From an optimization exercise on the open Yosys and OpenROAD flow, aimed at small area and a short achievable clock period; shortcuts taken in it are not production practice.
The RTL was checked by simulation tests, not by an equivalence proof against the original design.
No activity file was given, so power comes from the tool's default toggle rates.

--- flow/constraint.sdc ---
create_clock -name core_clock -period 10.0 [get_ports {clk}]
set_input_delay 2.0000 -clock core_clock [delete_from_list [all_inputs] [get_ports {clk}]]
set_output_delay 2.0000 -clock core_clock [all_outputs]
set_load 0.01 [all_outputs]
--- flow/design.v ---
module dlts (
    input  wire        clk,
    input  wire        rst,
    input  wire        tick,
    input  wire        zc_in,
    input  wire        cmd_valid,
    input  wire [31:0] cmd_word,
    output wire        ready,
    output reg         rsp_valid,
    output reg  [3:0]  rsp_status,
    output reg  [31:0] rsp_data,
    output reg  [15:0] gate,
    output wire        zc_pullup_en
);
    localparam N = 16;
    localparam [13:0] NEVER14 = 14'h3FFF;
    localparam [13:0] SEMI_50 = 14'd10000;
    localparam [13:0] SEMI_60 = 14'd8333;
    localparam [3:0] ST_OK       = 4'd0;
    localparam [3:0] ST_CAPACITY = 4'd1;
    localparam [3:0] ST_BAD_ID   = 4'd2;
    localparam [3:0] ST_BAD_OP   = 4'd3;
    localparam [3:0] ST_BAD_ARG  = 4'd4;
    localparam [3:0] ST_BAD_REG  = 4'd5;
    localparam [2:0] R_ZERO = 3'd0;
    localparam [2:0] R_IDX  = 3'd1;
    localparam [2:0] R_DLY  = 3'd2;
    localparam [2:0] R_SEMI = 3'd3;
    localparam [2:0] R_FREQ = 3'd4;
    localparam [2:0] R_REG  = 3'd5;
    localparam [2:0] R_CHAN = 3'd6;
    function lt14;
        input [13:0] a, b;
        reg   [15:0] l, e;
        integer      q, w;
        begin
            l = 16'd0;
            e = 16'hFFFF;
            for (q = 0; q < 14; q = q + 1) begin
                l[q] = ~a[q] & b[q];
                e[q] = ~(a[q] ^ b[q]);
            end
            for (w = 1; w < 16; w = w * 2)
                for (q = 0; q < 16; q = q + 2 * w) begin
                    l[q] = l[q + w] | (e[q + w] & l[q]);
                    e[q] = e[q + w] & e[q];
                end
            lt14 = l[0];
        end
    endfunction
    function [15:0] add16;
        input [15:0] a, b;
        reg   [15:0] gg, ppp, c;
        integer      q, w;
        begin
            gg  = a & b;
            ppp = a ^ b;
            for (w = 1; w < 16; w = w * 2)
                for (q = 15; q >= w; q = q - 1) begin
                    gg[q]  = gg[q] | (ppp[q] & gg[q - w]);
                    ppp[q] = ppp[q] & ppp[q - w];
                end
            c[0] = 1'b0;
            for (q = 1; q < 16; q = q + 1)
                c[q] = gg[q - 1];
            add16 = a ^ b ^ c;
        end
    endfunction
    function [16:0] sub16;
        input [15:0] a, b;
        reg   [15:0] g, pp, gg, ppp, c;
        integer      q, w;
        begin
            for (q = 0; q < 16; q = q + 1) begin
                g[q]  = a[q] & ~b[q];
                pp[q] = ~(a[q] ^ b[q]);
            end
            gg  = g;
            ppp = pp;
            for (w = 1; w < 16; w = w * 2)
                for (q = 15; q >= w; q = q - 1) begin
                    gg[q]  = gg[q] | (ppp[q] & gg[q - w]);
                    ppp[q] = ppp[q] & ppp[q - w];
                end
            c[0] = 1'b1;
            for (q = 1; q < 16; q = q + 1)
                c[q] = gg[q - 1] | ppp[q - 1];
            sub16 = {gg[15] | ppp[15], pp ^ c};
        end
    endfunction
    reg [3:0]  pin_r [0:N-1];
    reg [13:0] dly_r [0:N-1];
    reg [N-1:0] ch_act;
    reg [N-1:0] ch_fired;
    reg        en;
    reg [1:0]  pol;
    reg        pullup_r;
    reg        fmon_cont;
    reg [15:0] min_retrig;
    reg [1:0]  fmode;
    reg        fmon_req;
    reg [13:0] semi_meas;
    reg        semi_valid;
    reg [31:0] oor_cnt;
    reg        zc_prev;
    reg        zc_state;
    reg [31:0] t_edge;
    reg [31:0] epoch;
    reg [31:0] now;
    reg [16:0] el;           
    reg        tmr_armed;
    reg [13:0] arm_value;
    reg [31:0] arm_epoch;
    reg [31:0] fire_epoch;
    reg [31:0] tfire_cnt;
    reg [31:0] stale_cnt;
    reg [13:0] tbound;
    reg        av_ok;
    reg        fm_fix;
    reg        apend;        
    reg        held;
    reg [31:0] hold_w;
    reg [2:0]  rsp_sel;
    reg [4:0]  rsp_a;
    reg        div_busy;
    reg [18:0] div_rem;
    reg [6:0]  div_q;
    assign ready        = !div_busy && !fm_fix && !held;
    assign zc_pullup_en = pullup_r;
    reg [13:0] semi;
    always @(*) begin
        case (fmode)
            2'd0:    semi = SEMI_50;
            2'd1:    semi = SEMI_60;
            default: semi = semi_valid ? semi_meas : 14'd0;
        endcase
    end
    wire semi_nz = (fmode != 2'd2) || semi_valid;
    wire [16:0] el_inc  = el[16] ? el : el + 17'd1;
    wire [31:0] now_inc = now + 32'd1;
    reg  [N-1:0] zero_m;     
    reg  [N-1:0] one_m;      
    reg  [N-1:0] tf_m;       
    reg  [N-1:0] le_m;       
    reg  [N-1:0] tc_m;       
    integer i;
    always @(*) begin
        for (i = 0; i < N; i = i + 1) begin
            le_m[i]   = !lt14(tbound, dly_r[i]);
            zero_m[i] = ch_act[i] && (dly_r[i] == 14'd0);
            one_m[i]  = ch_act[i] && (dly_r[i] == 14'd1);
            tf_m[i]   = ch_act[i] && !ch_fired[i] && le_m[i] && semi_nz;
            tc_m[i]   = ch_act[i] && !ch_fired[i] && !le_m[i];
        end
    end
    reg  [N-1:0] prec [0:N-1];       
    reg  [N-1:0] win;
    reg  [13:0]  m_c;
    integer i2, j2;
    always @(*) begin
        for (i2 = 0; i2 < N; i2 = i2 + 1) begin
            win[i2] = tc_m[i2];
            for (j2 = 0; j2 < N; j2 = j2 + 1) begin
                if (j2 > i2)
                    win[i2] = win[i2] & (!tc_m[j2] | prec[i2][j2]);
                else if (j2 < i2)
                    win[i2] = win[i2] & (!tc_m[j2] | !prec[j2][i2]);
            end
        end
        m_c = 14'd0;
        for (i2 = 0; i2 < N; i2 = i2 + 1)
            m_c = m_c | ({14{win[i2]}} & dly_r[i2]);
    end
    wire armed_c = av_ok && (|tc_m) && lt14(m_c, semi);
    reg        free_found;
    reg [3:0]  free_idx;
    integer    k;
    always @(*) begin
        free_found = 1'b0;
        free_idx   = 4'd0;
        for (k = N - 1; k >= 0; k = k - 1) begin
            if (!ch_act[k]) begin
                free_found = 1'b1;
                free_idx   = k[3:0];
            end
        end
    end
    wire        tk       = ready && tick;
    wire [16:0] el_t     = tk ? el_inc : el;
    wire [31:0] now_t    = tk ? now_inc : now;
    wire        exp_if_tick = tmr_armed && (el_inc[13:0] == arm_value);
    wire        expire      = tk && exp_if_tick;
    wire        zc_edge   = ready && (zc_in != zc_prev);
    wire        pol_match = (pol == 2'd0) ? zc_in :
                            (pol == 2'd1) ? !zc_in : 1'b1;
    wire        deb0      = zc_state && (el     < {1'b0, min_retrig});
    wire        deb1      = zc_state && (el_inc < {1'b0, min_retrig});
    wire        debounced = tk ? deb1 : deb0;
    wire        qual      = zc_edge && en && pol_match && !debounced;
    wire        samp_en   = zc_state && (fmon_cont || fmon_req);
    wire        ir0       = (el     >= 17'd7692) && (el     <= 17'd11111);
    wire        ir1       = (el_inc >= 17'd7692) && (el_inc <= 17'd11111);
    wire        in_range  = tk ? ir1 : ir0;
    wire        take      = qual && samp_en && in_range;
    wire        oor_inc   = qual && samp_en && !in_range;
    wire [13:0] meas_n    = take ? el_t[13:0] : semi_meas;
    wire        valid_n   = take || semi_valid;
    reg  [13:0] semi_n;
    always @(*) begin
        case (fmode)
            2'd0:    semi_n = SEMI_50;
            2'd1:    semi_n = SEMI_60;
            default: semi_n = valid_n ? meas_n : 14'd0;
        endcase
    end
    wire        semi_n_nz = (fmode != 2'd2) || valid_n;
    wire        one_arm   = (|one_m) && semi_n_nz;
    wire        svc_t     = expire && !qual;
    wire [N-1:0] fire_m = qual ? (semi_n_nz ? zero_m : {N{1'b0}}) :
                          svc_t ? tf_m : {N{1'b0}};
    reg  [15:0]  fire_g;
    integer g, h;
    always @(*) begin
        for (g = 0; g < 16; g = g + 1) begin
            fire_g[g] = 1'b0;
            for (h = 0; h < N; h = h + 1)
                fire_g[g] = fire_g[g] | (fire_m[h] && pin_r[h] == g[3:0]);
        end
    end
    wire        hold    = ready && cmd_valid && qual;
    wire        cmd     = held || (ready && cmd_valid && !qual);
    wire [31:0] c_w     = held ? hold_w : cmd_word;
    wire [3:0]  c_op    = c_w[31:28];
    wire [7:0]  c_a     = c_w[23:16];
    wire [15:0] c_b     = c_w[15:0];
    wire [3:0]  c_ai    = c_a[3:0];
    wire        c_a16   = (c_a[7:4] == 4'd0);
    wire        c_id_ok = c_a16 && ch_act[c_ai];
    reg [31:0] c_mask;
    always @(*) begin
        case (c_op)
            4'h0, 4'h5, 4'h6, 4'hA: c_mask = 32'hFFFFFFFF;
            4'h3, 4'h8:             c_mask = 32'hFF000000;
            4'h7:                   c_mask = 32'hFFFFFFFC;
            default:                c_mask = 32'hFF00FFFF;
        endcase
    end
    wire c_form_ok = ((c_w & c_mask) == {c_op, 28'd0});
    reg  [3:0] c_status;
    reg  [2:0] c_sel;
    always @(*) begin
        c_status = ST_OK;
        c_sel    = R_ZERO;
        if (c_op >= 4'hC)
            c_status = ST_BAD_OP;
        else if (!c_form_ok)
            c_status = ST_BAD_ARG;
        else begin
            case (c_op)
            4'h1: if (!c_a16)           c_status = ST_BAD_ARG;
                  else if (!free_found) c_status = ST_CAPACITY;
                  else                  c_sel    = R_IDX;
            4'h2: if (!c_id_ok)         c_status = ST_BAD_ID;
            4'h3: if (!c_id_ok)         c_status = ST_BAD_ID;
                  else                  c_sel    = R_DLY;
            4'h4: if (!c_id_ok)         c_status = ST_BAD_ID;
                  else                  c_sel    = R_DLY;
            4'h5:                       c_sel    = R_SEMI;
            4'h6:                       c_sel    = R_FREQ;
            4'h7: if (c_b[1:0] == 2'd3) c_status = ST_BAD_ARG;
            4'h8: if (c_a[7:1] != 7'd0) c_status = ST_BAD_REG;
                  else if (!c_a[0] && (c_b[15:5] != 11'd0 || c_b[2:1] == 2'd3))
                                        c_status = ST_BAD_ARG;
            4'h9: if (c_a > 8'h10)      c_status = ST_BAD_REG;
                  else                  c_sel    = R_REG;
            4'hB: if (!c_a16)           c_status = ST_BAD_ID;
                  else                  c_sel    = R_CHAN;
            default: ;
            endcase
        end
    end
    wire c_ok = cmd && (c_status == ST_OK);
    wire do_reg     = c_ok && (c_op == 4'h1);
    wire do_rel     = c_ok && (c_op == 4'h2);
    wire do_setd    = c_ok && (c_op == 4'h3);
    wire do_freq    = c_ok && (c_op == 4'h6) && semi_n_nz;
    wire do_fmode   = c_ok && (c_op == 4'h7);
    wire do_wmr     = c_ok && (c_op == 4'h8) && c_a[0];
    wire do_wctl    = c_ok && (c_op == 4'h8) && !c_a[0];
    wire do_quiesce = do_wctl && !c_b[0];
    wire do_meas    = c_ok && (c_op == 4'hA);
    wire        b_ge_semi = ({2'b00, semi_n} <= c_b);
    wire        setd_nv   = (c_b == 16'hFFFF) || b_ge_semi;
    wire [13:0] setd_v    = setd_nv ? NEVER14 : c_b[13:0];
    wire        dly_wr = do_reg || do_setd;
    wire [3:0]  wr_a   = do_reg ? free_idx : c_ai;
    wire        v_nv   = do_reg || setd_nv;
    reg  [N-1:0] v_lt, v_le;
    integer q1;
    always @(*) begin
        for (q1 = 0; q1 < N; q1 = q1 + 1) begin
            v_lt[q1] = v_nv ? 1'b0 : lt14(c_b[13:0], dly_r[q1]);
            v_le[q1] = v_nv ? (dly_r[q1] == NEVER14) :
                              (lt14(c_b[13:0], dly_r[q1]) || c_b[13:0] == dly_r[q1]);
        end
    end
    wire [18:0] div_d0 = 19'd500000 + {6'd0, semi[13:1]};
    wire [15:0] semi1  = {2'b00, semi};
    wire [15:0] semi2  = {1'b0, semi, 1'b0};
    wire [15:0] semi3  = add16(semi1, semi2);
    function [17:0] r4step;      
        input [15:0] r;
        input [15:0] s1, s2, s3;
        reg   [16:0] t1, t2, t3;
        begin
            t1 = sub16(r, s1);
            t2 = sub16(r, s2);
            t3 = sub16(r, s3);
            if (t3[16])      r4step = {2'd3, t3[15:0]};
            else if (t2[16]) r4step = {2'd2, t2[15:0]};
            else if (t1[16]) r4step = {2'd1, t1[15:0]};
            else             r4step = {2'd0, r};
        end
    endfunction
    reg [20:0] da;               
    reg [16:0] da6;
    reg [17:0] da54;
    reg [18:0] db;               
    reg [17:0] db32, db10;
    always @(*) begin
        da   = {2'b00, div_d0};
        da6  = sub16({1'b0, da[20:6]}, semi1);
        if (da6[16])
            da[20:6] = da6[14:0];
        da54 = r4step(da[19:4], semi1, semi2, semi3);
        da[19:4] = da54[15:0];
        db   = div_rem;
        db32 = r4step(db[17:2], semi1, semi2, semi3);
        db[17:2] = db32[15:0];
        db10 = r4step(db[15:0], semi1, semi2, semi3);
    end
    wire [13:0] tmr_cnt = tmr_armed ? (arm_value - el[13:0]) : 14'd0;
    wire [13:0] rd_d    = dly_r[rsp_a[3:0]];
    wire [15:0] rd_d16  = {{2{rd_d[13] & rd_d[12]}}, rd_d};
    reg [31:0] reg_view;
    always @(*) begin
        case (rsp_a)
            5'h00: reg_view = {27'd0, fmon_cont, pullup_r, pol, en};
            5'h01: reg_view = {16'd0, min_retrig};
            5'h02: reg_view = {30'd0, fmode};
            5'h03: reg_view = {25'd0, zc_prev, fmon_req, semi_valid, 2'b00, tmr_armed, zc_state};
            5'h04: reg_view = epoch;
            5'h05: reg_view = now;
            5'h06: reg_view = t_edge;
            5'h07: reg_view = t_edge;
            5'h08: reg_view = {18'd0, tmr_cnt};
            5'h09: reg_view = {18'd0, arm_value};
            5'h0A: reg_view = arm_epoch;
            5'h0B: reg_view = fire_epoch;
            5'h0C: reg_view = tfire_cnt;
            5'h0D: reg_view = stale_cnt;
            5'h0E: reg_view = oor_cnt;
            5'h0F: reg_view = {18'd0, semi_meas};
            default: reg_view = 32'h00100010;
        endcase
    end
    always @(*) begin
        case (rsp_sel)
            R_IDX:   rsp_data = {28'd0, rsp_a[3:0]};
            R_DLY:   rsp_data = {16'd0, rd_d16};
            R_SEMI:  rsp_data = {18'd0, semi};
            R_FREQ:  rsp_data = {25'd0, div_q};
            R_REG:   rsp_data = reg_view;
            R_CHAN:  rsp_data = {rd_d16, 6'd0, ch_fired[rsp_a[3:0]], ch_act[rsp_a[3:0]],
                                 4'd0, pin_r[rsp_a[3:0]]};
            default: rsp_data = 32'd0;
        endcase
    end
    integer p, q2;
    always @(posedge clk) begin
        if (rst) begin
            for (p = 0; p < N; p = p + 1) begin
                pin_r[p] <= 4'd0;
                dly_r[p] <= NEVER14;
            end
            ch_act     <= {N{1'b0}};
            ch_fired   <= {N{1'b0}};
            en         <= 1'b0;
            pol        <= 2'd0;
            pullup_r   <= 1'b0;
            fmon_cont  <= 1'b0;
            min_retrig <= 16'd0;
            fmode      <= 2'd0;
            fmon_req   <= 1'b0;
            semi_meas  <= 14'd0;
            semi_valid <= 1'b0;
            oor_cnt    <= 32'd0;
            zc_prev    <= zc_in;
            zc_state   <= 1'b0;
            t_edge     <= 32'd0;
            epoch      <= 32'd0;
            now        <= 32'd0;
            el         <= 17'd0;
            tmr_armed  <= 1'b0;
            arm_value  <= 14'd0;
            arm_epoch  <= 32'd0;
            fire_epoch <= 32'd0;
            tfire_cnt  <= 32'd0;
            stale_cnt  <= 32'd0;
            tbound     <= 14'd0;
            av_ok      <= 1'b0;
            fm_fix     <= 1'b0;
            apend      <= 1'b0;
            held       <= 1'b0;
            hold_w     <= 32'd0;
            gate       <= 16'd0;
            rsp_valid  <= 1'b0;
            rsp_status <= 4'd0;
            rsp_sel    <= R_ZERO;
            rsp_a      <= 5'd0;
            div_busy   <= 1'b0;
            for (p = 0; p < N; p = p + 1)
                prec[p] <= {N{1'b1}};
            div_rem    <= 19'd0;
            div_q      <= 7'd0;
        end else begin
            now <= now_t;
            el  <= qual ? 17'd0 : el_t;
            if (ready)
                zc_prev <= zc_in;
            if (expire) begin
                fire_epoch <= arm_epoch;
                tfire_cnt  <= tfire_cnt + 32'd1;
            end
            if (expire && qual)
                stale_cnt <= stale_cnt + 32'd1;
            if (qual) begin
                if (take) begin
                    semi_meas  <= el_t[13:0];
                    semi_valid <= 1'b1;
                end
                if (oor_inc)
                    oor_cnt <= oor_cnt + 32'd1;
                epoch    <= epoch + 32'd1;
                t_edge   <= now_t;
                zc_state <= 1'b1;
            end
            apend <= 1'b0;
            if (apend && armed_c) begin
                tmr_armed <= 1'b1;
                arm_value <= m_c;
                arm_epoch <= epoch;
                tbound    <= m_c;
            end
            if (qual) begin
                gate     <= fire_g;
                ch_fired <= fire_m;
                av_ok    <= 1'b1;
                if (one_arm) begin
                    tmr_armed <= 1'b1;
                    arm_value <= 14'd1;
                    arm_epoch <= epoch + 32'd1;
                    tbound    <= 14'd1;
                end else begin
                    tmr_armed <= 1'b0;
                    tbound    <= 14'd0;
                    apend     <= 1'b1;
                end
            end else if (svc_t) begin
                gate      <= gate | fire_g;
                ch_fired  <= ch_fired | fire_m;
                tmr_armed <= armed_c;
                if (armed_c) begin
                    arm_value <= m_c;
                    tbound    <= m_c;
                end
            end
            if (take || do_meas)
                fmon_req <= do_meas;
            for (p = 0; p < N; p = p + 1) begin
                if (do_reg && free_idx == p[3:0]) begin
                    pin_r[p]    <= c_a[3:0];
                    dly_r[p]    <= NEVER14;
                    ch_act[p]   <= 1'b1;
                    ch_fired[p] <= 1'b0;
                end
                if (do_rel && c_ai == p[3:0])
                    ch_act[p] <= 1'b0;
                if (do_setd && c_ai == p[3:0])
                    dly_r[p] <= setd_v;
                for (q2 = p + 1; q2 < N; q2 = q2 + 1) begin
                    if (dly_wr && wr_a == p[3:0])
                        prec[p][q2] <= v_le[q2];
                    else if (dly_wr && wr_a == q2[3:0])
                        prec[p][q2] <= !v_lt[p];
                end
            end
            if (do_fmode) begin
                fmode  <= c_b[1:0];
                fm_fix <= tmr_armed || apend;
            end
            if (do_wmr)
                min_retrig <= c_b;
            if (do_wctl) begin
                en        <= c_b[0];
                pol       <= c_b[2:1];
                pullup_r  <= c_b[3];
                fmon_cont <= c_b[4];
            end
            if (do_quiesce) begin
                tmr_armed <= 1'b0;
                gate      <= 16'd0;
                ch_fired  <= {N{1'b0}};
                zc_state  <= 1'b0;
            end
            if (fm_fix) begin
                fm_fix <= 1'b0;
                av_ok  <= lt14(arm_value, semi);
                tbound <= lt14(arm_value, semi) ? arm_value : semi - 14'd1;
            end
            held <= hold;
            if (hold)
                hold_w <= cmd_word;
            rsp_valid <= 1'b0;
            if (cmd) begin
                rsp_status <= c_status;
                rsp_sel    <= c_sel;
                rsp_a      <= (c_op == 4'h1) ? {1'b0, free_idx} : c_a[4:0];
                if (do_freq) begin
                    div_busy   <= 1'b1;
                    div_rem    <= da[18:0];
                    div_q[6]   <= da6[16];
                    div_q[5:4] <= da54[17:16];
                end else begin
                    rsp_valid <= 1'b1;
                    if (c_ok && c_op == 4'h6)
                        rsp_sel <= R_ZERO;
                end
            end
            if (div_busy) begin
                div_q[3:2] <= db32[17:16];
                div_q[1:0] <= db10[17:16];
                div_busy   <= 1'b0;
                rsp_valid  <= 1'b1;
            end
        end
    end
endmodule
--- flow/run.sh ---
#!/bin/bash
# synth_recipe.tcl (not shown) runs the flow's synth.tcl, then flattens the netlist and writes it again
# the make line also repeats each setting of config.mk as NAME=value (left out here)
make -C /OpenROAD-flow-scripts/flow DESIGN_CONFIG=/design/flow/config.mk WORK_HOME=/design/flow/orfs CLKGATE_MAP_FILE= SYNTH_SCRIPT=/design/flow/synth_recipe.tcl finish
--- flow/config.mk ---
export PLATFORM = sky130hd
export DESIGN_NAME = dlts
export DESIGN_NICKNAME = dlts
export VERILOG_FILES = /design/flow/design.v
export SDC_FILE = /design/flow/constraint.sdc
export NUM_CORES = 4
export LEC_CHECK = 0
export CAP_MARGIN = 20
export CORE_MARGIN = 2
export CORE_UTILIZATION = 40
export PLACE_DENSITY = 0.6
export SLEW_MARGIN = 20
==> results.py, run 1 <==
metrics = {
    "status": {
        "status": "timing/DRC/antenna clean",
    },
    "job": {
        "cap_violations": 0,
    },
    "timing": {
        "post-route-min-period_ns": 8.957,
        "fin_tns_setup_ns": 0,
        "fmax_ghz": 0.1116,
        "slew_headroom_pct": 10.88,
        "slew_viol_final": 0,
        "finalClockSkew_ns": 0.07994,
        "setup_viol_count_final": 0,
        "finalCritPeriodShare_pct": 89.57,
        "finalHoldViolCount": 0,
        "worstMarginPinSlew_ns": 1.328,
        "rsz0062_at_grt": "false",
    },
    "worst_setup_path": {
        "reg2reg_depth": 26,
        "path_depth": 26,
        "start_kind": "flop",
        "arrival_ns": 9.68,
        "crit_path_end": "arm_epoch[24]",
        "path_buf_inv": 4,
        "cp_top_family": "compound AO/OA/AOI/OAI gates",
        "cp_common_cell": "buf_4",
        "cp_max_fo": 28,
        "slowest_delay_ns": 1.04,
        "rr_startpoint": "tbound[12]",
        "cp-startpoint": "tbound[12]",
        "worstPathRequired_ns": 10.72,
        "worstSetupEndpointType": "flop",
        "reg2reg_to": "arm_epoch[24]",
        "path_class": "flop to flop",
        "r2r_slack_ns": 1.04,
        "slowest_stage": "nor3_4",
    },
    "logic_synthesis": {
        "ys.flop_type": "dfxtp_1",
        "ys_warn_count": 4,
        "syn_inst": 8481,
        "synth-edff-count": 1,
        "synth_area_per_cell_um2": 7.861,
        "synth.cell_area_mm2": 0.06667,
        "ys_seq_elements": 873,
        "synth_cell_type_count": 129,
        "synth_seq_area_share_pct": 26.23,
        "synth-async-reset-ratio_pct": 0,
    },
    "finish": {
        "utilization_pct": 45.64,
        "final_nets": 9288,
        "final_cells": 10850,
        "fillers": 16560,
        "drive_gt1_share_pct": 9.187,
        "multi_input_area_mm2": 0.04695,
        "area_delta_synth_final_pct": 13.08,
        "final_common_cell": "nand2_1",
        "final_cell_mix": "nand2_1 (1015), dfxtp_1 (871), nor2_1 (771)",
        "final_area_mm2": 0.07539,
        "seq_area_mm2": 0.01749,
    },
    "routing": {
        "route.detailed.drc": 0,
        "wl_per_cell_um": 35.28,
        "detail-route-antenna-nets": 0,
        "dr.pass1.iters": 8,
        "drt_iter0_drc": 11080,
        "via_count": 75090,
        "avgViaCountPerCell": 6.921,
        "wirelength_um": 382800,
    },
    "global_routing": {
        "grt_pass1_wl_um": 531300,
        "grt_usage_pct": 43.58,
        "first_global_vias": 68220,
        "grt-ovfl-total": 0,
        "antenna_found_initial": 31,
        "grt_max_degree": 94,
    },
    "hold_path": {
        "hold_start": "fire_epoch[22]",
        "hold_class": "flop to flop",
    },
    "clocking": {
        "cts.clk_slew.worst_paths_ns": 0.06,
        "clk_path_buf_depth": 3,
        "htreeDepth": 3,
        "clock_latency_ns": 0.83,
        "cts_tree": "built",
        "clock-sinks": 873,
        "root_buffer": "clkbuf_16",
        "cts_resized": 0,
        "cts_buffers": 104,
        "postCtsSetupBuffers": 0,
        "cts_hold_buf": 0,
    },
    "floorplan": {
        "die_area_mm2": 0.1700,
        "die_w_um": 412.3,
        "coreArea_mm2": 0.1652,
        "num_io_pins": 92,
        "rows": 149,
        "initial_core_util_pct": 40.36,
        "die_y_um": 412.3,
    },
    "placed_design": {
        "io_buffers": 90,
        "dp_cells": 10640,
        "postPlaceCellArea_mm2": 0.07160,
        "dp_hpwl_um": 289700,
        "routabilityCongestion": 1.091,
    },
    "power_and_ir_drop": {
        "ir_worst_vdd_mv": 0.1609,
        "leakagePower_nw": 28.17,
        "cellPowerDensity_mw_per_mm2": 111.2,
        "power.total_mw": 8.387,
    },
}
cell type report:
cell class                      instances  area share, %
Multi-Input combinational cell       6914          62.28
Timing Repair Buffer                  457          4.904
Tap cell                             2189          3.633
Sequential cell                       873          23.20
Clock buffer                          138          3.900
Inverter                              204          1.026
Clock inverter                         57         0.9958
Antenna cell                           18        0.05975
layer usage:
layer,vias to the layer above,global-route usage (%),routed length (um)
li1,32110,-,-
met1,36500,56.00,150700
met2,5210,62.59,155600
met3,1242,13.30,47140
met4,20,28.65,29150
met5,-,0.1979,136
through the flow:
step,worst slack [ns],hold slack (ns)
final,1.043,0.4520
after global routing,0.6237,0.4618
after global placement,1.476,0.4374
after CTS,1.525,0.4517
after detailed placement,1.526,0.4434
after floorplan,2.577,0.4263
worst register-to-register path: cells and delay by family (launching register included):
kind | cells | cell delay, ns
AO/OA/AOI/OAI | 10 | 3.08
adder cells (fa/ha/maj) | 2 | 0.61
buffers and inverters | 4 | 1.85
flip-flops | 1 | 0.31
AND/OR/NAND/NOR | 10 | 3.01
worst min path at each step:
stage	end	slack, ns	depth (start not counted)
floorplan	prec[11][13]	0.43	2
global placement	fire_epoch[6]	0.44	2
detailed placement	fire_epoch[22]	0.44	2
CTS	fire_epoch[22]	0.45	2
global route	fire_epoch[24]	0.46	2
finish	fire_epoch[22]	0.45	2
synth_stat cells (all sizes together) (26+ instances only):
library cell	n	area [um2]
buf	125	699.4
clkbuf	365	1370
or3	99	619.3
a211o	39	341.6
a21oi	529	2663
dfxtp	872	17460
a211oi	193	1469
a21o	94	705.7
and3	83	519.3
nor3	223	1266
a31oi	35	219.0
o211ai	63	483.0
ha	695	8696
xor2	101	884.6
o31ai	196	1476
a22o	70	613.1
o22ai	110	688.2
nand2b	137	857.1
inv	202	758.2
nand3	226	1154
a22oi	243	1824
o221ai	31	271.5
and2	48	300.3
xnor2	137	1200
nand4	209	1323
o21ai	433	2175
mux2i	160	1620
nor2b	101	631.9
a21boi	68	510.5
nor4	100	680.6
a2111oi	27	249.0
o21a	61	457.9
or2	43	269.0
nor4b	26	264.0
o32ai	31	320.3
nor2	794	3010
a222oi	55	550.5
nand2	1017	3820
a221oi	89	779.5
kinds of logic (layout without fill, tap and decap cells):
logic type | Yosys count | in the layout | share of synthesized area, %
buf+inv | 694 | 856 | 4.252
mux | 191 | 191 | 3.162
flops | 873 | 873 | 26.23
simple gates | 3215 | 3215 | 23.47
xor+xnor | 243 | 243 | 3.295
fa+ha+maj | 697 | 697 | 13.10
compound gates | 2567 | 2567 | 26.49
other cells | 1 | 19 | 0.005625
sequential cells by signal, summed over array words and instances (netlist names), 5 cells and up:
signal      flops
rsp_a           5
tfire_cnt      32
el             17
arm_epoch      32
hold_w         32
epoch          32
tbound         14
pin_r          64
stale_cnt      32
semi_meas      14
dly_r         224
ch_act         16
div_q           7
now            32
min_retrig     16
fire_epoch     32
ch_fired       16
gate           16
div_rem        18
arm_value      14
prec          120
t_edge         32
oor_cnt        32
power breakdown:
part | total (mW) | internal, mW | switching, mW | leakage (nW)
combinational | 0.732 | 0.194 | 0.538 | 19.3
clock | 4.16 | 2.35 | 1.81 | 1.80
sequential | 3.49 | 3.48 | 0.0111 | 7.05
total | 8.39 | 6.03 | 2.36 | 28.2
Testbench counts, summed over its fixed seeds: busy cycles 182.
==> run 2, diff against run 1 <==
--- a/flow/design.v
+++ b/flow/design.v
@@ -116,4 +116,9 @@
     reg [31:0] stale_cnt;
-    reg [13:0] tbound;
-    reg        av_ok;
+    reg [N-1:0] ok_r;        
+    reg [15:0] semi3_r;      
+    reg [18:0] d0_r;         
+    reg        zc_next;      
+    reg        sel_semi;     
+    reg        may_exp;      
+    reg        use_tb_r;     
     reg        fm_fix;
@@ -129,10 +134,3 @@
     assign zc_pullup_en = pullup_r;
-    reg [13:0] semi;
-    always @(*) begin
-        case (fmode)
-            2'd0:    semi = SEMI_50;
-            2'd1:    semi = SEMI_60;
-            default: semi = semi_valid ? semi_meas : 14'd0;
-        endcase
-    end
+    reg [13:0] semi;         
     wire semi_nz = (fmode != 2'd2) || semi_valid;
@@ -140,2 +138,12 @@
     wire [31:0] now_inc = now + 32'd1;
+    wire         use_tb;
+    wire [13:0]  cmp_x;
+    reg  [N-1:0] c_lt, c_eq;
+    integer i0;
+    always @(*) begin
+        for (i0 = 0; i0 < N; i0 = i0 + 1) begin
+            c_lt[i0] = lt14(cmp_x, dly_r[i0]);
+            c_eq[i0] = (cmp_x == dly_r[i0]);
+        end
+    end
     reg  [N-1:0] zero_m;     
@@ -144,2 +152,3 @@
     reg  [N-1:0] le_m;       
+    reg  [N-1:0] ok_m;       
     reg  [N-1:0] tc_m;       
@@ -148,7 +157,9 @@
         for (i = 0; i < N; i = i + 1) begin
-            le_m[i]   = !lt14(tbound, dly_r[i]);
+            le_m[i]   = !zc_next ? !c_lt[i] :
+                        apend   ? (dly_r[i] == 14'd0) : (dly_r[i][13:1] == 13'd0);
+            ok_m[i]   = sel_semi ? !(c_lt[i] || c_eq[i]) : ok_r[i];
             zero_m[i] = ch_act[i] && (dly_r[i] == 14'd0);
             one_m[i]  = ch_act[i] && (dly_r[i] == 14'd1);
-            tf_m[i]   = ch_act[i] && !ch_fired[i] && le_m[i] && semi_nz;
-            tc_m[i]   = ch_act[i] && !ch_fired[i] && !le_m[i];
+            tf_m[i]   = ch_act[i] && !ch_fired[i] && le_m[i] && ok_m[i];
+            tc_m[i]   = ch_act[i] && !ch_fired[i] && !le_m[i] && ok_m[i];
         end
@@ -173,3 +184,3 @@
     end
-    wire armed_c = av_ok && (|tc_m) && lt14(m_c, semi);
+    wire armed_c = |tc_m;
     reg        free_found;
@@ -207,10 +218,2 @@
     wire        valid_n   = take || semi_valid;
-    reg  [13:0] semi_n;
-    always @(*) begin
-        case (fmode)
-            2'd0:    semi_n = SEMI_50;
-            2'd1:    semi_n = SEMI_60;
-            default: semi_n = valid_n ? meas_n : 14'd0;
-        endcase
-    end
     wire        semi_n_nz = (fmode != 2'd2) || valid_n;
@@ -218,2 +221,4 @@
     wire        svc_t     = expire && !qual;
+    wire        e_next    = tk ? (el_inc[13:0] + 14'd1 == arm_value) : exp_if_tick;
+    wire        may_exp_n = qual || svc_t || apend || (tmr_armed && e_next);
     wire [N-1:0] fire_m = qual ? (semi_n_nz ? zero_m : {N{1'b0}}) :
@@ -229,4 +234,8 @@
     end
-    wire        hold    = ready && cmd_valid && qual;
-    wire        cmd     = held || (ready && cmd_valid && !qual);
+    wire        w_dly   = (cmd_word[31:28] == 4'h1) || (cmd_word[31:28] == 4'h3);
+    wire        h_dly   = (hold_w[31:28] == 4'h1) || (hold_w[31:28] == 4'h3);
+    wire        hold    = ready && cmd_valid && (qual || (w_dly && (use_tb_r || sel_semi)));
+    wire        keep    = held && h_dly && sel_semi;
+    wire        held_n  = hold || keep;
+    wire        cmd     = (held && !keep) || (ready && cmd_valid && !hold);
     wire [31:0] c_w     = held ? hold_w : cmd_word;
@@ -285,3 +294,3 @@
     wire do_setd    = c_ok && (c_op == 4'h3);
-    wire do_freq    = c_ok && (c_op == 4'h6) && semi_n_nz;
+    wire do_freq    = c_ok && (c_op == 4'h6) && semi_nz;
     wire do_fmode   = c_ok && (c_op == 4'h7);
@@ -291,3 +300,27 @@
     wire do_meas    = c_ok && (c_op == 4'hA);
-    wire        b_ge_semi = ({2'b00, semi_n} <= c_b);
+    wire        fm_fix_n = do_fmode && (tmr_armed || apend || qual);
+    reg  [13:0] semi_next;
+    always @(*) begin
+        case (do_fmode ? c_b[1:0] : fmode)
+            2'd0:    semi_next = SEMI_50;
+            2'd1:    semi_next = SEMI_60;
+            default: semi_next = valid_n ? meas_n : 14'd0;
+        endcase
+    end
+    wire [15:0] el3    = {2'b00, el_t[13:0]} + {1'b0, el_t[13:0], 1'b0};
+    wire [15:0] meas3  = {2'b00, semi_meas} + {1'b0, semi_meas, 1'b0};
+    reg  [15:0] semi3_next;
+    always @(*) begin
+        case (do_fmode ? c_b[1:0] : fmode)
+            2'd0:    semi3_next = 16'd30000;
+            2'd1:    semi3_next = 16'd24999;
+            default: semi3_next = !valid_n ? 16'd0 : take ? el3 : meas3;
+        endcase
+    end
+    always @(posedge clk) begin
+        semi    <= rst ? SEMI_50    : semi_next;
+        semi3_r <= rst ? 16'd30000 : semi3_next;
+        d0_r    <= rst ? 19'd505000 : 19'd500000 + {6'd0, semi_next[13:1]};
+    end
+    wire        b_ge_semi = ({2'b00, semi} <= c_b);
     wire        setd_nv   = (c_b == 16'hFFFF) || b_ge_semi;
@@ -297,2 +330,4 @@
     wire        v_nv   = do_reg || setd_nv;
+    assign      use_tb = use_tb_r;
+    assign      cmp_x  = sel_semi ? semi : use_tb ? arm_value : c_b[13:0];
     reg  [N-1:0] v_lt, v_le;
@@ -301,11 +336,10 @@
         for (q1 = 0; q1 < N; q1 = q1 + 1) begin
-            v_lt[q1] = v_nv ? 1'b0 : lt14(c_b[13:0], dly_r[q1]);
-            v_le[q1] = v_nv ? (dly_r[q1] == NEVER14) :
-                              (lt14(c_b[13:0], dly_r[q1]) || c_b[13:0] == dly_r[q1]);
+            v_lt[q1] = v_nv ? 1'b0 : c_lt[q1];
+            v_le[q1] = v_nv ? (dly_r[q1] == NEVER14) : (c_lt[q1] || c_eq[q1]);
         end
     end
-    wire [18:0] div_d0 = 19'd500000 + {6'd0, semi[13:1]};
+    wire [18:0] div_d0 = d0_r;
     wire [15:0] semi1  = {2'b00, semi};
     wire [15:0] semi2  = {1'b0, semi, 1'b0};
-    wire [15:0] semi3  = add16(semi1, semi2);
+    wire [15:0] semi3  = semi3_r;
     function [17:0] r4step;      
@@ -409,13 +443,12 @@
             stale_cnt  <= 32'd0;
-            tbound     <= 14'd0;
-            av_ok      <= 1'b0;
             fm_fix     <= 1'b0;
+            may_exp    <= 1'b0;
+            use_tb_r   <= 1'b0;
+            zc_next    <= 1'b0;
+            sel_semi   <= 1'b0;
+            ok_r       <= {N{1'b0}};
             apend      <= 1'b0;
             held       <= 1'b0;
-            hold_w     <= 32'd0;
             gate       <= 16'd0;
             rsp_valid  <= 1'b0;
-            rsp_status <= 4'd0;
-            rsp_sel    <= R_ZERO;
-            rsp_a      <= 5'd0;
             div_busy   <= 1'b0;
@@ -423,4 +456,2 @@
                 prec[p] <= {N{1'b1}};
-            div_rem    <= 19'd0;
-            div_q      <= 7'd0;
         end else begin
@@ -447,2 +478,8 @@
             end
+            may_exp  <= may_exp_n;
+            use_tb_r <= may_exp_n && !held_n;
+            zc_next  <= qual;
+            sel_semi <= qual || fm_fix_n;
+            if (sel_semi)
+                ok_r <= ok_m;
             apend <= 1'b0;
@@ -452,3 +489,2 @@
                 arm_epoch <= epoch;
-                tbound    <= m_c;
             end
@@ -457,3 +493,2 @@
                 ch_fired <= fire_m;
-                av_ok    <= 1'b1;
                 if (one_arm) begin
@@ -462,6 +497,4 @@
                     arm_epoch <= epoch + 32'd1;
-                    tbound    <= 14'd1;
                 end else begin
                     tmr_armed <= 1'b0;
-                    tbound    <= 14'd0;
                     apend     <= 1'b1;
@@ -474,4 +507,3 @@
                     arm_value <= m_c;
-                    tbound    <= m_c;
-                end
+                    end
             end
@@ -488,4 +520,8 @@
                     ch_act[p] <= 1'b0;
-                if (do_setd && c_ai == p[3:0])
+                if (do_setd && c_ai == p[3:0]) begin
                     dly_r[p] <= setd_v;
+                    ok_r[p]  <= !setd_nv;
+                end
+                if (do_reg && free_idx == p[3:0])
+                    ok_r[p]  <= 1'b0;
                 for (q2 = p + 1; q2 < N; q2 = q2 + 1) begin
@@ -497,6 +533,5 @@
             end
-            if (do_fmode) begin
+            if (do_fmode)
                 fmode  <= c_b[1:0];
-                fm_fix <= tmr_armed || apend;
-            end
+            fm_fix <= fm_fix_n;
             if (do_wmr)
@@ -515,8 +550,3 @@
             end
-            if (fm_fix) begin
-                fm_fix <= 1'b0;
-                av_ok  <= lt14(arm_value, semi);
-                tbound <= lt14(arm_value, semi) ? arm_value : semi - 14'd1;
-            end
-            held <= hold;
+            held <= held_n;
             if (hold)
==> run 2 against run 1 <==
Global-route usage is 3.9 points higher. Hold slack improved by 0.0023 ns. Wire length up 4.4%. Flip-flop and latch count rose by 43. Clock power increased by 4%. Largest cell class unchanged.
==> results.py, run 2 <==
metrics = {
    "status": {
        "status": "timing/DRC/antenna clean",
    },
    "logic_synthesis": {
        "ys_warn_count": 4,
        "synth.top_cells.by_count": "nand2_1 (849), dfxtp_1 (847), nor2_1 (730)",
        "synth-edff-count": 69,
        "ys.flop_type": "dfxtp_1",
        "synth.cell_area_mm2": 0.06357,
        "syn_inst": 8034,
        "synth_cell_type_count": 102,
        "synth_most_common_cell": "nand2_1",
        "synth_top_area_cell": "dfxtp_1",
        "yosysTopAreaCellShare_pct": 26.67,
        "synth_seq_area_share_pct": 29.93,
        "synth_area_leaders": "dfxtp_1 (27%), ha_1 (9.0%), nand2_1 (5.0%), nor2_1 (4.3%), a21oi_1 (3.5%)",
        "synth_area_per_cell_um2": 7.913,
        "ys_seq_elements": 916,
        "synth-async-reset-ratio_pct": 0,
    },
    "timing": {
        "slew_viol_final": 0,
        "setup_viol_count_final": 0,
        "worstMarginPinSlew_ns": 1.368,
        "finalCritPeriodShare_pct": 84.38,
        "rsz0062_at_grt": "false",
        "finalClockSkew_ns": 0.05489,
        "final.setup.worst_slack_ns": 1.562,
        "slew_headroom_pct": 8.801,
        "fmax_ghz": 0.1185,
        "finalHoldViolCount": 0,
        "post-route-min-period_ns": 8.438,
        "fin_tns_setup_ns": 0,
    },
    "clocking": {
        "cts.clk_slew.worst_paths_ns": 0.06,
        "clock-sinks": 916,
        "postCtsSetupBuffers": 0,
        "cts_hold_buf": 0,
        "cts_buffers": 109,
        "root_buffer": "clkbuf_16",
        "clk_path_buf_depth": 3,
        "cts_resized": 0,
        "htreeDepth": 3,
        "clock_latency_ns": 0.83,
        "cts_tree": "built",
    },
    "job": {
        "cap_violations": 0,
    },
    "worst_setup_path": {
        "path_class": "flop to flop",
        "rr_startpoint": "semi[0]",
        "r2r_slack_ns": 1.56,
        "reg2reg_depth": 23,
        "worstSetupEndpointType": "flop",
        "start_kind": "flop",
        "worstPathRequired_ns": 10.67,
        "arrival_ns": 9.10,
        "reg2reg_to": "div_q[0]",
        "cp_max_fo": 9,
    },
    "power_and_ir_drop": {
        "cellPowerDensity_mw_per_mm2": 121.7,
        "ir_worst_vdd_mv": 0.1655,
        "power.total_mw": 8.775,
        "leakagePower_nw": 25.87,
    },
    "hold_path": {
        "hold_start": "fire_epoch[6]",
        "worstHoldPathCells": 2,
        "min_to": "fire_epoch[6]",
        "hold_class": "flop to flop",
    },
    "floorplan": {
        "die_w_um": 402.7,
        "initial_core_util_pct": 40.23,
        "die_area_mm2": 0.1621,
        "die_y_um": 402.7,
        "num_io_pins": 92,
        "coreArea_mm2": 0.1580,
        "rows": 146,
    },
    "placed_design": {
        "dp_hpwl_um": 302200,
        "postPlaceCellArea_mm2": 0.06819,
        "routabilityCongestion": 1.096,
        "io_buffers": 90,
        "dpl_worst_slack_ns": 1.032,
    },
    "finish": {
        "utilization_pct": 45.62,
        "final_common_cell": "nand2_1",
        "final_nets": 8544,
        "reg.largest.list": "dly_r: 224 flops, prec: 120 flops, pin_r: 64 flops",
        "multi_input_area_mm2": 0.04231,
        "final_area_mm2": 0.07208,
        "drive_gt1_share_pct": 9.587,
        "largest_register_ffs": 224,
        "final_cell_mix": "nand2_1 (849), dfxtp_1 (845), nor2_1 (717)",
        "fillers": 15850,
        "seq_area_mm2": 0.01904,
        "largest_register": "dly_r",
        "area_delta_synth_final_pct": 13.39,
    },
    "global_routing": {
        "grt-ovfl-total": 0,
        "grt_pass1_wl_um": 545600,
        "first_global_vias": 67410,
        "antenna_found_initial": 21,
        "grt_max_degree": 221,
        "grt_usage_pct": 47.44,
    },
    "routing": {
        "wirelength_um": 399600,
        "wl_per_cell_um": 39.08,
        "detail-route-antenna-nets": 0,
        "route.detailed.drc": 0,
        "avgViaCountPerCell": 7.178,
        "drt_iter0_drc": 11540,
        "dr.pass1.iters": 9,
        "via_count": 73390,
    },
}
==> run 2: cell types whose count changed after synthesis, sizes merged, moves of 49 or more <==
cell and delta:
a21o -49, a21boi -63, o22ai +181, nor2 -58, nand2 -168, o31ai -164, a21oi -85, ha -236
clkbuf +79, edfxtp +68, nand2b -67, a22oi -74
==> run 2: cell families after synthesis <==
kind of cell             after synthesis  share of synthesized area (%)
AO/OA/AOI/OAI                       2424                          26.03
XOR/XNOR                             256                          3.592
adder cells (fa/ha/maj)              463                          9.144
buffers and inverters                741                          4.482
flip-flops                           916                          29.93
multiplexers                         211                          3.586
other                                  1                       0.005899
AND/OR/NAND/NOR                     3022                          23.23
==> run 2: cell type report <==
cell class / instances / area share, %
clock inverters: 54 / 0.9026
repair buffers: 420 / 4.798
flip-flops and latches: 916 / 26.41
inverters: 220 / 1.156
diodes: 17 / 0.05902
multi-input cells: 6378 / 58.70
well taps: 2072 / 3.597
clock buffers: 148 / 4.381
==> run 2: per-layer routing <==
metal	GRT usage (%)	vias up	routed length, um
met5	0	-	71
met4	34.49	10	35850
met3	14.96	1447	49700
met2	67.78	5601	161600
met1	59.89	35830	152400
li1	-	30510	-
==> run 2: worst max-delay path by stage <==
stage,start,to,slack [ns],cells past startpoint
floorplan,cmd_word[1],arm_epoch[23],2.84,21
global placement,cmd_word[0],arm_epoch[15],1.07,22
detailed placement,cmd_word[0],arm_epoch[21],1.03,22
CTS,cmd_word[0],arm_epoch[15],1.84,22
global route,semi[0],div_q[0],1.38,23
finish,semi[0],div_q[0],1.56,23
==> run 2: metrics by stage <==
step                      hold WS, ns  instances
after floorplan                0.4313       8035
after global placement         0.4381      10000
after detailed placement       0.4437      10000
after CTS                      0.4526      10210
after global routing           0.4667      10210
final                          0.4543      10230
==> run 2: worst max-delay path, stage by stage (launching register included) <==
cell and delay (ns):
dfxtp_1 0.86, inv_1 0.50, ha_1 0.36, o21a_1 0.22, o21ai_0 0.28, a32oi_1 0.20, and2_1 0.22, o41ai_1 0.74
o211ai_1 0.27, o31ai_1 0.34, a21o_1 0.43, o21ai_1 0.43, mux2i_1 0.48, ha_1 0.32, a21oi_1 0.13, nor2b_1 0.06
o21ai_0 0.16, nand2b_1 0.08, a2111oi_0 0.78, o41ai_1 0.22, nor4_1 0.22, nand2_1 0.43, o21ai_0 0.30, buf_4 0.25
==> run 2: report_power, final <==
part | switching, mW | internal (mW) | total (mW)
sequential | 0.00899 | 3.69 | 3.70
clock | 1.90 | 2.44 | 4.33
combinational | 0.535 | 0.204 | 0.739
Testbench counts of run 2, summed over its fixed seeds: busy cycles 184.
==> run 3, diff against run 2 <==
--- a/flow/config.mk
+++ b/flow/config.mk
@@ -11,2 +11,3 @@
 export PLACE_DENSITY = 0.6
+export SETUP_SLACK_MARGIN = 3.5
 export SLEW_MARGIN = 20
==> run 3 against run 2 <==
Still clean on timing, DRC and antenna. Die area unchanged. Clock skew increased by 0.022 ns. Final cell count increased by 1.1%. Clock power increased by 2%. Sequential share of layout area decreased by 1.0 points. Critical endpoint is now rsp_data[8]. Largest power group unchanged. Highest routed layer unchanged.
==> results.py, run 3 <==
metrics = {
    "status": {
        "status": "timing/DRC/antenna clean",
    },
    "routing": {
        "route.detailed.drc": 0,
        "drt_iter0_drc": 12040,
        "dr.pass1.iters": 12,
        "avgViaCountPerCell": 7.139,
        "detail-route-antenna-nets": 0,
        "wl_per_cell_um": 39.14,
        "via_count": 73810,
        "wirelength_um": 404700,
    },
    "worst_setup_path": {
        "cp_max_fo": 25,
        "path_class": "flop to output port",
        "crit_path_end": "rsp_data[8]",
        "reg2reg_to": "ch_act[7]",
        "slowest_delay_ns": 0.67,
        "start_kind": "flop",
        "path_buf_inv": 4,
        "r2r_slack_ns": 3.54,
        "worstSetupEndpointType": "output port",
        "arrival_ns": 4.82,
        "reg2reg_depth": 20,
        "rr_startpoint": "el[16]",
        "path_depth": 14,
        "path_cells": "buf_8 -> nand2b_4 -> nor3_2 -> buf_6 -> a22oi_1 -> nand3_1 -> o22ai_2 -> buf_4 -> nor2_1 -> a21oi_1 -> o22ai_1 -> nand2_1 -> o21ai_0 -> clkdlybuf4s50_1",
        "worstPathRequired_ns": 8.00,
        "cp_top_family": "buffers and inverters",
        "slowest_stage": "clkdlybuf4s50_1",
        "cp-startpoint": "rsp_a[0]",
    },
    "finish": {
        "final_cells": 10340,
        "drive_gt1_share_pct": 13.54,
        "reg.largest.list": "dly_r: 224 flops, prec: 120 flops, pin_r: 64 flops",
        "area_delta_synth_final_pct": 18.06,
        "final_cell_mix": "nand2_1 (834), dfxtp_1 (834), nor2_1 (704)",
        "largest_register": "dly_r",
        "largest_register_ffs": 224,
        "utilization_pct": 47.50,
        "final_nets": 8660,
        "fillers": 15600,
    },
    "timing": {
        "final.setup.worst_slack_ns": 3.175,
        "worstMarginPinSlew_ns": 1.401,
        "fmax_ghz": 0.1465,
        "post-route-min-period_ns": 6.825,
        "finalHoldViolCount": 0,
        "finalClockSkew_ns": 0.07676,
        "finalCritPeriodShare_pct": 68.25,
        "slew_viol_final": 0,
        "slew_headroom_pct": 6.424,
        "rsz0062_at_grt": "true",
        "hold_ws_ns": 0.4528,
        "setup_viol_count_final": 0,
        "fin_tns_setup_ns": 0,
    },
    "placed_design": {
        "dp_hpwl_um": 302400,
        "io_buffers": 90,
        "dp_cells": 9984,
        "routabilityCongestion": 1.092,
        "dpl_worst_slack_ns": 1.029,
    },
    "logic_synthesis": {
        "synth_area_per_cell_um2": 7.913,
        "synth-edff-count": 69,
        "synth_most_common_cell": "nand2_1",
        "synth_cell_type_count": 102,
        "synth.cell_area_mm2": 0.06357,
        "ys_seq_elements": 916,
        "synth_top_area_cell": "dfxtp_1",
        "synth.top_cells.by_count": "nand2_1 (849), dfxtp_1 (847), nor2_1 (730)",
        "ys.flop_type": "dfxtp_1",
        "synth-async-reset-ratio_pct": 0,
        "synth_area_leaders": "dfxtp_1 (27%), ha_1 (9.0%), nand2_1 (5.0%), nor2_1 (4.3%), a21oi_1 (3.5%)",
        "yosysTopAreaCellShare_pct": 26.67,
        "ys_warn_count": 4,
        "synth_seq_area_share_pct": 29.93,
        "syn_inst": 8034,
    },
    "clocking": {
        "cts_hold_buf": 0,
        "clock-sinks": 916,
        "clk_path_buf_depth": 3,
        "cts_buffers": 110,
        "cts_tree": "built",
        "root_buffer": "clkbuf_16",
        "htreeDepth": 3,
        "cts.clk_slew.worst_paths_ns": 0.07,
        "clock_latency_ns": 0.84,
    },
    "floorplan": {
        "die_y_um": 402.7,
        "coreArea_mm2": 0.1580,
        "die_area_mm2": 0.1621,
        "initial_core_util_pct": 40.23,
        "die_w_um": 402.7,
        "num_io_pins": 92,
        "rows": 146,
    },
    "job": {
        "cap_violations": 0,
    },
    "power_and_ir_drop": {
        "cellPowerDensity_mw_per_mm2": 118.9,
        "leakagePower_nw": 27.06,
        "ir_worst_vdd_mv": 0.1606,
    },
    "global_routing": {
        "grt_max_degree": 206,
        "antenna_found_initial": 30,
        "grt_pass1_wl_um": 549700,
        "grt-ovfl-total": 0,
        "first_global_vias": 67380,
        "grt_usage_pct": 47.84,
    },
    "hold_path": {
        "hold_class": "flop to flop",
    },
}
[run 3: cell counts after synthesis]
No cell type changed its count.
[run 3: timing repair]
item | CTS | global route
pin swaps | 15 | 50
buffers inserted | 57 | 74
endpoints found under the hold margin | 0 | 0
setup endpoints to repair | 658 | 545
gates cloned | 1 | 4
gates resized for setup | 229 | 223
[run 3: cells by family (layout without fill, tap and decap cells)]
| family | count (synthesis) | after routing | share of synthesized area [%] |
|---|---|---|---|
| flip-flops | 916 | 916 | 29.93 |
| AND/OR/NAND/NOR | 3022 | 3024 | 23.23 |
| other | 1 | 15 | 0.005899 |
| buffers and inverters | 741 | 957 | 4.482 |
| adder cells (fa/ha/maj) | 463 | 463 | 9.144 |
| XOR/XNOR | 256 | 256 | 3.592 |
| multiplexers | 211 | 211 | 3.586 |
| AO/OA/AOI/OAI | 2424 | 2425 | 26.03 |
[run 3: final cells by class]
type / instances / area, um2 / share of cell area [%]
Inverter: 220 / 849.6 / 1.132
Sequential cell: 916 / 19060 / 25.40
Clock buffer: 144 / 3123 / 4.161
Antenna cell: 13 / 32.53 / 0.04335
Tap cell: 2072 / 2592 / 3.454
Clock inverter: 61 / 782.0 / 1.042
Timing Repair Buffer: 532 / 4684 / 6.242
Multi-Input combinational cell: 6381 / 43930 / 58.53
[run 3: per-layer routing]
| layer | up-vias | GRT usage (%) | wire (um) |
|---|---|---|---|
| met1 | 35600 | 60.66 | 153200 |
| li1 | 30760 | - | - |
| met5 | - | 0 | 410 |
| met2 | 5882 | 67.38 | 159700 |
| met4 | 28 | 33.63 | 36560 |
| met3 | 1541 | 16.63 | 54780 |
[run 3: power breakdown]
group          total [mW]  internal (mW)  switching, mW
combinational       0.825          0.249          0.576
clock                4.40           2.51           1.89
sequential           3.70           3.69        0.00792
[run 3: how the worst min path moves through the flow]
stage / startpoint / endpoint / slack [ns] / depth (start not counted)
after floorplan: fire_epoch[4] / fire_epoch[4] / 0.43 / 2
final: fire_epoch[6] / fire_epoch[6] / 0.45 / 2
after detailed placement: fire_epoch[23] / fire_epoch[23] / 0.44 / 2
after CTS: fire_epoch[23] / fire_epoch[23] / 0.45 / 2
after global placement: fire_epoch[23] / fire_epoch[23] / 0.44 / 2
after global routing: fire_epoch[19] / fire_epoch[19] / 0.46 / 2
[run 3: worst reg2reg max path, cell delays in order, from the launching register on]
cell and delay, ns:
dfxtp_1 0.30, buf_4 0.21, nand4b_1 0.27, buf_12 0.19
nor4_4 0.37, xnor2_1 0.22, inv_1 0.15, ha_1 0.31
nor2b_1 0.15, o41ai_2 0.51, o211ai_1 0.17, buf_4 0.23
a31o_4 0.37, a2bb2oi_1 0.18, buf_4 0.25, nor2_1 0.57
nand3_1 0.59, nor2_2 0.70, buf_4 0.29, nor2_1 0.05
a311oi_1 0.24
[run 3: metrics by stage]
step | instance area, um2 | power (mW)
2_1_floorplan | 63710 | 4.142
3_3_place_gp | 68020 | 4.468
3_5_place_dp | 68040 | 4.468
4_1_cts | 73450 | 8.844
5_1_grt | 75020 | 9.078
6_report | 75050 | 8.927
==> run 4, diff against run 3 <==
--- a/flow/design.v
+++ b/flow/design.v
@@ -119,2 +119,3 @@
     reg [18:0] d0_r;         
+    reg [13:0] cnt_pre;      
     reg        zc_next;      
@@ -236,4 +237,7 @@
     wire        h_dly   = (hold_w[31:28] == 4'h1) || (hold_w[31:28] == 4'h3);
-    wire        hold    = ready && cmd_valid && (qual || (w_dly && (use_tb_r || sel_semi)));
-    wire        keep    = held && h_dly && sel_semi;
+    wire        r_cnt   = (cmd_word[31:28] == 4'h9) && (cmd_word[23:16] == 8'h08);
+    wire        hold    = ready && cmd_valid && (qual || (w_dly && (use_tb_r || sel_semi)) ||
+                                                 (r_cnt && may_exp));
+    wire        h_rcnt  = (hold_w[31:28] == 4'h9) && (hold_w[23:16] == 8'h08);
+    wire        keep    = held && ((h_dly && sel_semi) || (h_rcnt && apend));
     wire        held_n  = hold || keep;
@@ -321,2 +325,3 @@
         semi    <= rst ? SEMI_50    : semi_next;
+        cnt_pre <= arm_value - el[13:0] - {13'd0, tk};
         semi3_r <= rst ? 16'd30000 : semi3_next;
@@ -375,3 +380,3 @@
     end
-    wire [13:0] tmr_cnt = tmr_armed ? (arm_value - el[13:0]) : 14'd0;
+    wire [13:0] tmr_cnt = tmr_armed ? cnt_pre : 14'd0;
     wire [13:0] rd_d    = dly_r[rsp_a[3:0]];
--- a/flow/config.mk
+++ b/flow/config.mk
@@ -11,3 +11,3 @@
 export PLACE_DENSITY = 0.6
-export SETUP_SLACK_MARGIN = 3.5
+export SETUP_SLACK_MARGIN = 4
 export SLEW_MARGIN = 20
==> run 4 against run 3 <==
Still clean on timing, DRC and antenna. Critical path depth decreased by 3. Sequential power increased by 2%. Worst setup slack improved by 0.68 ns. Power increased by 3.2%. Critical endpoint is now rsp_data[1]. Largest power group unchanged. Highest routed layer unchanged.
==> results.py, run 4 <==
metrics = {
    "routing": {
        "detail-route-antenna-nets": 0,
        "route.detailed.drc": 0,
        "via_count": 77100,
        "wirelength_um": 418800,
        "wl_per_cell_um": 37.99,
        "drt_iter0_drc": 12100,
        "avgViaCountPerCell": 6.994,
        "dr.pass1.iters": 7,
    },
    "timing": {
        "post-route-min-period_ns": 6.144,
        "finalCritPeriodShare_pct": 61.44,
        "slew_viol_final": 0,
        "setup_viol_count_final": 0,
        "hold_ws_ns": 0.4533,
        "rsz0062_at_grt": "true",
        "fmax_ghz": 0.1627,
        "finalClockSkew_ns": 0.06449,
        "finalHoldViolCount": 0,
        "slew_headroom_pct": 20.93,
        "worstMarginPinSlew_ns": 1.171,
        "fin_tns_setup_ns": 0,
    },
    "power_and_ir_drop": {
        "cellPowerDensity_mw_per_mm2": 114.6,
        "leakagePower_nw": 30.09,
        "ir_worst_vdd_mv": 0.1632,
    },
    "clocking": {
        "cts_hold_buf": 0,
        "cts.clk_slew.worst_paths_ns": 0.06,
        "clock-sinks": 931,
        "clock_latency_ns": 0.84,
        "cts_buffers": 108,
        "cts_tree": "built",
        "clk_path_buf_depth": 3,
        "htreeDepth": 3,
        "root_buffer": "clkbuf_16",
    },
    "floorplan": {
        "die_w_um": 407.7,
        "die_area_mm2": 0.1662,
        "die_y_um": 407.7,
        "coreArea_mm2": 0.1622,
        "num_io_pins": 92,
        "initial_core_util_pct": 40.18,
        "rows": 148,
    },
    "logic_synthesis": {
        "synth.cell_area_mm2": 0.06518,
        "synth-async-reset-ratio_pct": 0,
        "synth_most_common_cell": "nor2_1",
        "ys.flop_type": "dfxtp_1",
        "ys_warn_count": 4,
        "synth_cell_type_count": 108,
        "syn_inst": 8401,
        "synth_top_area_cell": "dfxtp_1",
        "synth_seq_area_share_pct": 29.66,
        "synth.top_cells.by_count": "nor2_1 (1028), dfxtp_1 (862), nand2_1 (773)",
        "synth-edff-count": 69,
        "ys_seq_elements": 931,
        "yosysTopAreaCellShare_pct": 26.48,
        "synth_area_per_cell_um2": 7.758,
        "synth_area_leaders": "dfxtp_1 (26%), ha_1 (9.1%), nor2_1 (5.9%), nand2_1 (4.5%), a21oi_1 (4.0%)",
    },
    "finish": {
        "reg.largest.list": "dly_r: 224 flops, prec: 120 flops, pin_r: 64 flops",
        "multi_input_area_mm2": 0.04642,
        "final_cell_mix": "nor2_1 (983), dfxtp_1 (853), nand2_1 (747)",
        "drive_gt1_share_pct": 16.48,
        "largest_register": "dly_r",
        "fillers": 15890,
        "seq_area_mm2": 0.01935,
        "final_common_cell": "nor2_1",
        "largest_register_ffs": 224,
        "area_delta_synth_final_pct": 23.38,
        "final_nets": 9260,
    },
    "global_routing": {
        "grt-ovfl-total": 0,
        "antenna_found_initial": 25,
        "grt_pass1_wl_um": 569300,
        "first_global_vias": 71180,
        "grt_max_degree": 150,
        "grt_usage_pct": 47.89,
    },
    "job": {
        "cap_violations": 0,
    },
    "worst_setup_path": {
        "reg2reg_depth": 24,
        "cp_max_fo": 12,
        "r2r_slack_ns": 4.01,
        "rr_startpoint": "el[0]",
        "path_class": "flop to output port",
        "worstSetupEndpointType": "output port",
        "worstPathRequired_ns": 8.00,
        "reg2reg_to": "d0_r[11]",
        "arrival_ns": 4.14,
        "start_kind": "flop",
    },
    "hold_path": {
        "hold_start": "fire_epoch[30]",
        "hold_class": "flop to flop",
        "min_to": "fire_epoch[30]",
        "worstHoldPathCells": 2,
    },
    "placed_design": {
        "routabilityCongestion": 1.072,
        "dp_hpwl_um": 307100,
        "io_buffers": 90,
    },
    "status": {
        "status": "timing/DRC/antenna clean",
    },
}
## run 4: worst max-delay path: stages (launching register included)
cell	delay, ns
edfxtp_1	0.37
buf_8	0.25
nand2b_4	0.25
buf_4	0.15
nor2_4	0.05
buf_4	0.18
a22o_1	0.19
a221oi_1	0.29
nand3_1	0.18
o221ai_2	0.39
nand4_1	0.38
clkdlybuf4s50_1	0.59
## run 4: what timing repair did
item | 4_1_cts | 5_1_grt
gates cloned | 9 | 7
endpoints found under the setup margin | 699 | 577
buffers inserted | 200 | 97
resized for setup | 504 | 357
pin swaps | 90 | 104
## run 4: cells by family after synthesis
group	Yosys count	synth area share [%]
AND/OR/NAND/NOR	3377	25.07
multiplexers	164	2.814
buffers and inverters	706	4.206
AO/OA/AOI/OAI	2494	25.63
XOR/XNOR	252	3.429
other	1	0.005754
flip-flops	931	29.66
adder cells (fa/ha/maj)	476	9.184
## run 4: how the worst max path moves through the flow
stage	from	slack [ns]	depth (start not counted)	end
after detailed placement	cmd_word[7]	1.17	21	arm_epoch[13]
after floorplan	cmd_word[3]	4.00	20	arm_value[9]
final	rsp_a[2]	3.86	11	rsp_data[1]
after CTS	el[1]	3.94	24	d0_r[11]
after global routing	el[0]	3.82	24	d0_r[11]
after global placement	cmd_word[7]	1.17	21	arm_epoch[9]
## run 4: per-layer routing
| metal | share of wire (%) | up-vias | track usage (%) |
|---|---|---|---|
| met5 | 0.027 | - | 0 |
| met4 | 9.0 | 18 | 34.99 |
| met3 | 14 | 1554 | 15.47 |
| met2 | 40 | 5980 | 67.08 |
| met1 | 38 | 37490 | 61.18 |
| li1 | - | 32060 | - |
## run 4: metrics by stage
stage	power, mW	setup WS (ns)	instances	instance area [um2]	utilization, %
6_report	9.213	3.856	11020	80410	49.57
4_1_cts	9.104	3.936	10910	77920	48.04
3_3_place_gp	4.595	1.171	10490	69940	43.12
2_1_floorplan	4.260	4.003	8402	65240	-
3_5_place_dp	4.595	1.168	10500	70020	43.16
5_1_grt	9.375	3.825	11020	80390	49.56
## run 4: power by group
| group | leakage, nW | internal (mW) | switching [mW] | total, mW |
|---|---|---|---|---|
| Clock | 1.87 | 2.52 | 1.95 | 4.47 |
| Combinational | 20.6 | 0.342 | 0.622 | 0.964 |
| Sequential | 7.59 | 3.77 | 0.0173 | 3.78 |
| Total | 30.1 | 6.63 | 2.59 | 9.21 |
## run 4: layout make-up
type / instances / share of cell area (%)
diodes: 10 / 0.03112
multi-input cells: 6766 / 57.73
clock buffers: 133 / 3.628
repair buffers: 743 / 9.015
inverters: 197 / 0.9507
clock inverters: 69 / 1.200
flip-flops and latches: 931 / 24.06
well taps: 2175 / 3.384
Testbench counts of run 4, summed over its fixed seeds: busy cycles 184.
==> run 5, diff against run 4 <==
--- a/flow/config.mk
+++ b/flow/config.mk
@@ -9,5 +9,5 @@
 export CORE_MARGIN = 2
-export CORE_UTILIZATION = 40
-export PLACE_DENSITY = 0.6
-export SETUP_SLACK_MARGIN = 4
+export CORE_UTILIZATION = 55
+export PLACE_DENSITY = 0.7
+export SETUP_SLACK_MARGIN = 5
 export SLEW_MARGIN = 20
==> run 5 against run 4 <==
The run now fails in 5_1_grt. Synthesized cell count stayed put. Synthesized area unchanged.
==> results.py, run 5 <==
metrics = {
    "placed_design": {
        "postPlaceCellArea_mm2": 0.06926,
        "dpl_worst_slack_ns": 1.763,
        "dp_hpwl_um": 269400,
        "routabilityCongestion": 1.153,
        "io_buffers": 90,
        "dp_cells": 9751,
    },
    "logic_synthesis": {
        "ys_warn_count": 4,
        "syn_inst": 8401,
        "yosysTopAreaCellShare_pct": 26.48,
        "ys.flop_type": "dfxtp_1",
        "synth_top_area_cell": "dfxtp_1",
        "synth_area_leaders": "dfxtp_1 (26%), ha_1 (9.1%), nor2_1 (5.9%), nand2_1 (4.5%), a21oi_1 (4.0%)",
        "synth.top_cells.by_count": "nor2_1 (1028), dfxtp_1 (862), nand2_1 (773)",
        "synth_area_per_cell_um2": 7.758,
        "synth-async-reset-ratio_pct": 0,
        "synth-edff-count": 69,
        "synth.cell_area_mm2": 0.06518,
        "synth_compound_area_share_pct": 25.63,
        "synth_most_common_cell": "nor2_1",
        "synth_seq_area_share_pct": 29.66,
        "synth_top_family_by_area": "compound AO/OA/AOI/OAI gates",
        "synth.area.mux_share_pct": 2.814,
        "synthSimpleGateAreaFrac_pct": 25.07,
        "ys_seq_elements": 931,
        "yosys.area_share.adder_pct": 9.184,
        "synth_xor_area_share_pct": 3.429,
        "synth_cell_type_count": 108,
    },
    "clocking": {
        "clock-sinks": 931,
        "root_buffer": "clkbuf_16",
        "cts_buffers": 102,
        "clk_path_buf_depth": 3,
        "cts_hold_buf": 0,
        "htreeDepth": 3,
    },
    "global_routing": {
        "grt_pass1_wl_um": 768900,
        "grt-ovfl-total": 3293,
        "first_global_vias": 99800,
        "grt_max_degree": 203,
        "grt_usage_pct": 86.04,
    },
    "floorplan": {
        "rows": 126,
        "num_io_pins": 92,
        "die_w_um": 348.2,
        "die_y_um": 348.2,
        "initial_core_util_pct": 55.34,
    },
    "status": {
        "error": "[ERROR GRT-0116] Global routing finished with congestion. Check the congestion regions in the DRC Viewer.",
        "failing_step": "5_1_grt",
        "status": "stopped before the end",
    },
}
-- run 5: cell counts after synthesis --
No cell type changed its count.
-- run 5: timing repair --
action | CTS
buffers inserted | 824
pin swaps | 538
gates resized for setup | 1817
setup endpoints to repair | 876
gates cloned | 82
-- run 5: cells by family after synthesis --
| logic type | after synthesis |
|---|---|
| other cells | 1 |
| fa+ha+maj | 476 |
| compound gates | 2494 |
| buf+inv | 706 |
| mux | 164 |
| flops | 931 |
| xor+xnor | 252 |
| simple gates | 3377 |
-- run 5: power groups by stage --
stage	logic, mW	clock network, mW	registers (mW)
CTS	1.08	4.14	3.78
floorplan	0.428	0	3.85
detailed placement	0.702	0	3.86
global placement	0.696	0	3.86
-- run 5: metal layers --
layer | GRT overflow | track usage, %
met2 | 1607 | 96.74
met5 | 66 | 65.39
met4 | 759 | 77.50
met3 | 387 | 78.02
met1 | 474 | 87.22
-- run 5: worst max-delay path by stage --
stage,from,to,slack (ns)
CTS,cmd_word[7],arm_value[11],4.28
floorplan,cmd_word[3],arm_value[8],4.42
detailed placement,cmd_word[8],arm_epoch[15],1.76
global placement,cmd_word[8],arm_epoch[14],1.83

==> re-timing with driven ports <==
No port has a modelled driver above. Below, the same layouts with a new extraction and two added sets of constraints.
Step 1 (the two cells are an assumption about what drives the block):
set clk [get_ports {clk}]
set_driving_cell -lib_cell sky130_fd_sc_hd__clkbuf_16 $clk
set_driving_cell -lib_cell sky130_fd_sc_hd__buf_2 [delete_from_list [all_inputs] $clk]
Step 2, shift: input delay + t, output delay - t, t = (earliest + latest rising clock arrival at the registers) / 2. This alone moves slack from input paths to output paths.
Three values: ideal ports, drivers, drivers and shift; two values: the first two.
run | t (ns) | setup WS [ns] | latest minus earliest clock arrival (ns) | slew at the worst register clock pin (ns)
run 1 | 0.884 | 1.043 / 1.043 / 1.043 | 0.080 / 0.080 | 0.07 / 0.07
run 2 | 0.891 | 1.562 / 1.562 / 0.758 | 0.055 / 0.055 | 0.07 / 0.07
run 3 | 0.891 | 3.175 / 3.084 / 2.513 | 0.077 / 0.077 | 0.07 / 0.07
run 4 | 0.899 | 3.856 / 3.762 / 3.094 | 0.064 / 0.065 | 0.07 / 0.07
After both steps setup and hold are still met in every run listed. The setup slack of run 2, which loses most, moves by 0.000 ns with the drivers and by -0.804 ns with both steps.
